Background: an optimization exercise with open tools, aiming at small area. Do not read the settings as production practice. Only simulation tests tie the RTL to the original design; equivalence was not proved. Power and IR drop assume default switching activity.

==> flow/design.v (outline; a module is shown in full before it is edited, if it fits) <==
// module display_font_rom: 4002 lines
module display_font_rom(clk, rst, tick, in_valid, in_data, in_ready, rsp_valid, rsp_data, load, din, sclk);
  // ...
==> flow/flow/run.sh <==
#!/bin/bash
set -euo pipefail
export BUFFER_PORTS_ARGS="-buffer_cell sky130_fd_sc_hd__buf_1"
bash standard.sh > standard.log 2>&1
==> flow/standard.sh <==
#!/bin/bash
# synth_recipe.tcl (not shown) runs the flow's synth.tcl, then flattens the netlist and writes it again
# the make line also repeats each setting of config.mk as NAME=value (left out here)
make -C /OpenROAD-flow-scripts/flow DESIGN_CONFIG=/design/flow/config.mk WORK_HOME=/design/flow/orfs CLKGATE_MAP_FILE= SYNTH_SCRIPT=/design/flow/synth_recipe.tcl "${@:-finish}"
==> flow/config.mk <==
export PLATFORM = sky130hd
export DESIGN_NAME = display_font_rom
export DESIGN_NICKNAME = display_font_rom
export VERILOG_FILES = /design/flow/design.v
export SDC_FILE = /design/flow/constraint.sdc
export NUM_CORES = 4
export LEC_CHECK = 0
export ABC_AREA = 1
export CAP_MARGIN = 20
export CORE_MARGIN = 2
export CORE_UTILIZATION = 60
export CTS_BUF_LIST = sky130_fd_sc_hd__clkbuf_8
export CTS_CLUSTER_DIAMETER = 45
export CTS_CLUSTER_SIZE = 18
export PLACE_DENSITY = 0.7
export SLEW_MARGIN = 20
==> flow/constraint.sdc <==
create_clock -name core_clock -period 10.0 [get_ports {clk}]
set_input_delay 2.0000 -clock core_clock [delete_from_list [all_inputs] [get_ports {clk}]]
set_output_delay 2.0000 -clock core_clock [all_outputs]
set_load 0.01 [all_outputs]
==> flow_summary.ini, run 1 <==
[outcome]
outcome = timing/DRC/antenna clean

[setup_path]
r2r_slack_ns = 6.07
timing.rr.end = c_n[4]
critPathMostFrequentCell = nand2_1
worstSetupEndpointType = output pin
crit_buf_inv = 3
cp_top_family = buffers and inverters

[power_and_ir_drop]
powerComb_uw = 700
power.share.switching_pct = 30.5
p_int_uw = 2830

[logic_synthesis]
synth_seq_cells = 445
syn-cell-area_um2 = 15900
async_flop_share_pct = 0
synth_top_area_share_pct = 51.5
synth.mux.area_fraction_pct = 0
synth_simple_gate_area_share_pct = 14.1
dominantRegCellSynth = dfxtp_1

[finish]
largest_reg_flops = 224
clock_buffers = 46
final_cell_mix = dfxtp_1 (410), nand2_1 (228), inv_1 (220)
dominant-cell-class = flip-flops and latches
nFillCells = 2099
multi_input_area_share_pct = 32.4

[routing]
routed.top_layer = met4
wl_per_cell_um = 17.9

[timing]
worst_slew_pin_slew_ns = 0.857
fin_skew_ns = 0.0376
period_share_pct = 56.2

[placement]
place_hpwl_um = 27700
port_buffers = 55

[floorplan]
ios = 73
start_util_pct = 61.2
die_area_um2 = 27900
die_height_um = 167

[global_route]
gr-max-usage-layer = met2
met3_usage_pct = 6.49

[clock_network]
cts_setup_buffers = 0
clk_path_buf_depth = 3
==> run 2, diff against run 1 <==
==> flow/run.sh (new file) <==
#!/bin/bash
# synth_recipe.tcl (not shown) runs the flow's synth.tcl, then flattens the netlist and writes it again
# the make line also repeats each setting of config.mk as NAME=value (left out here)
make -C /OpenROAD-flow-scripts/flow DESIGN_CONFIG=/design/flow/config.mk WORK_HOME=/design/flow/orfs CLKGATE_MAP_FILE= SYNTH_SCRIPT=/design/flow/synth_recipe.tcl finish
removed: flow/flow/run.sh
removed: flow/standard.sh
==> flow_summary.ini, run 2 <==
[finish]
nFillCells = 2078
regMostFlops = tring
area_growth_pct = 10.6
final_common_cell = dfxtp_1
final_cell_mix = dfxtp_1 (410), nand2_1 (228), inv_1 (221)
drive_gt1_share_pct = 6.11
antenna_cells = 0
top_regs = tring (224), pring (105)
fin_nets = 1873
largest_reg_flops = 224
post-route-util_pct = 67.6
finalNonFillerCells = 2120

[setup_path]
crit_buf_inv = 3
crit_type = input port to output pin
worstSetupEndpointType = output pin
worst_path_largest_cell_delay_ns = 0.73
critPathSlowestCell = clkdlybuf4s50_1
critPathMostFrequentCell = nand2_1
worstPathMaxFanout = 6
arrival_ns = 4.24
worstPathRequired_ns = 8.00
cp-start-kind = input port
cp_top_family = buffers and inverters
path_cells = clkdlybuf4s50_1 > inv_1 > nand2_1 > nand2_1 > nor2_1 > nand2_1 > nor2_1 > nand2_1 > nand2_1 > nand2_2 > nand2_4 > clkdlybuf4s50_1

[timing]
hold_ws_ns = 0.319
fin_setup_tns_ns = 0
period_share_pct = 62.4
worst_slew_pin_slew_ns = 0.733
drv_slew = 0
slew_headroom_pct = 50.6
rsz0062_at_grt = false
hold_violations = 0
setup-violations-final = 0
max_freq_mhz = 160
setup_ws_ns = 3.76
fin_skew_ns = 0.0368
period_needed_ns = 6.24

[clock_network]
clk_latency_ns = 0.60
h-tree-depth = 2
path_clk_slew_ns = 0.10
cts_inserted_buffers = 43
post_cts_resized = 0
cts_root_buf = clkbuf_8
cts.sinks = 445
cts_tree = built
cts_setup_buffers = 0
clk_path_buf_depth = 3
hold_buffers = 0

[floorplan]
start_util_pct = 61.2
die_height_um = 167
rows = 59
die_area_um2 = 27900
ios = 73
core_area_um2 = 26100
fp.dieW_um = 167

[routing]
wl_per_cell_um = 17.8
ant_nets = 0
dr.pass1.iters = 5
drc = 0
routed_via_density = 5.59
finalWirelength_um = 37800
drtIter0Drc = 1180
num_vias = 11800

[logic_synthesis]
synth_edf_count = 35
yosysMostFrequentCell = dfxtp_1
synthesis.instances = 1688
syn-cell-area_um2 = 15900
async_flop_share_pct = 0
synth_common_cells = dfxtp_1 (410), nand2_1 (228), inv_1 (218)
dominantRegCellSynth = dfxtp_1
avgSynthCellArea_um2 = 9.44
synth-seq-area-share_pct = 58.1
synth_top_area_share_pct = 51.5
synth_seq_cells = 445
synth_warnings = 1
synth.distinct_cells = 64
synth_top_cell_by_area = dfxtp_1
synthTopCellsByArea = dfxtp_1 (52%), edfxtp_1 (6.6%), ha_1 (5.7%)

[global_route]
grt_antenna_before_repair = 2
globalRoute.totalOverflow = 0
grt_pass1_vias = 10900
grtUsageTotal_pct = 26.9
grt_pass1_wl_um = 59300
grt_max_degree = 44

[power_and_ir_drop]
power_density_nw_per_um2 = 229
ir_drop_uv = 223
p_leak_uw = 0.00742

[outcome]
outcome = timing/DRC/antenna clean

[placement]
place_congestion = 0.971
place_hpwl_um = 27500
placed_cells = 2048
port_buffers = 55
place_ws_ns = 3.78

[flow_run]
drv_cap = 0

[worst_hold_path]
hold_class = flip-flop to flip-flop
[run 2: changes by cell type in the layout (fill, tap and decap cells not counted), sizes merged]
| cell | before | now |
|---|---|---|
| clkbuf | 46 | 48 |
| clkinv | 8 | 10 |
| bufinv | 4 | 0 |
| clkinvlp | 0 | 1 |
| buf | 58 | 3 |
| clkdlybuf4s50 | 0 | 55 |
| inv | 238 | 240 |
[run 2: logic make-up (layout without fill, tap and decap cells)]
family          Yosys count  after routing  share of synthesized area [%]
simple gates            512            512                           14.1
flops                   445            445                           58.1
compound gates          358            358                           13.4
buf+inv                 276            357                           7.02
fa+ha+maj                79             79                           6.49
xor+xnor                 17             17                          0.934
other cells               1             17                         0.0235
[run 2: stage by stage]
step / total power, uW / instance area, um2
after floorplan: 2670 / 16000
after global placement: 2920 / 16700
after detailed placement: 2930 / 16700
after CTS: 4060 / 17600
after global routing: 4250 / 17600
final: 4040 / 17600
[run 2: worst paths after layout]
kind / startpoint / end / slack, ns / depth (start not counted)
worst max-delay path: in_data[1] / in_ready / 3.76 / 12
worst min-delay path: tring[37] / tring[44] / 0.32 / 0
worst max register to register: demo_mode / c_n[5] / 6.13 / 20
worst min register to register: tring[37] / tring[44] / 0.32 / 0
[run 2: area by class of cell]
class	instances	area (um2)	area share [%]
Clock buffer	48	661	3.75
Clock inverter	24	234	1.33
Inverter	227	855	4.85
Multi-Input combinational cell	983	5620	31.9
Sequential cell	445	9260	52.6
Tap cell	335	419	2.38
Timing Repair Buffer	58	573	3.25
[run 2: power breakdown]
part           total (uW)  internal (uW)  switching, uW
combinational         725            254            471
clock                1130            480            648
sequential           2190           2040            141
total                4040           2780           1260
[run 2: routing by layer]
metal	vias up	global-route usage (%)	share of wire (%)
met3	115	5.82	8.8
met2	521	39.7	42
met4	4	9.82	4.0
li1	5744	-	-
met5	-	0	0.056
met1	5457	39.0	45

[re-timing with driven ports]
In the flow no input, the clock included, has a driving cell. The finished layouts below were timed again as built, in two steps. Step 1, drivers: a clkbuf_16 drives clk and a buf_2 each remaining input, both assumed. Step 2, shift: input delay + t, output delay - t, t = (earliest + latest rising clock arrival at the registers) / 2. This alone moves slack from input paths to output paths. Slacks: no drivers / after step 1 / after step 2; pairs: no drivers / after step 1.
run | t, ns | setup slack, ns | cell pins on the clock port's net
run 1 | 0.623 | 4.379 / 4.348 / 4.348 | 1
run 2 | 0.627 | 3.757 / 3.730 / 3.730 | 1
After both steps every run listed still meets setup and hold. For run 1, which loses most, drivers alone change the setup slack by -0.031 ns; drivers and shift together by -0.031 ns.
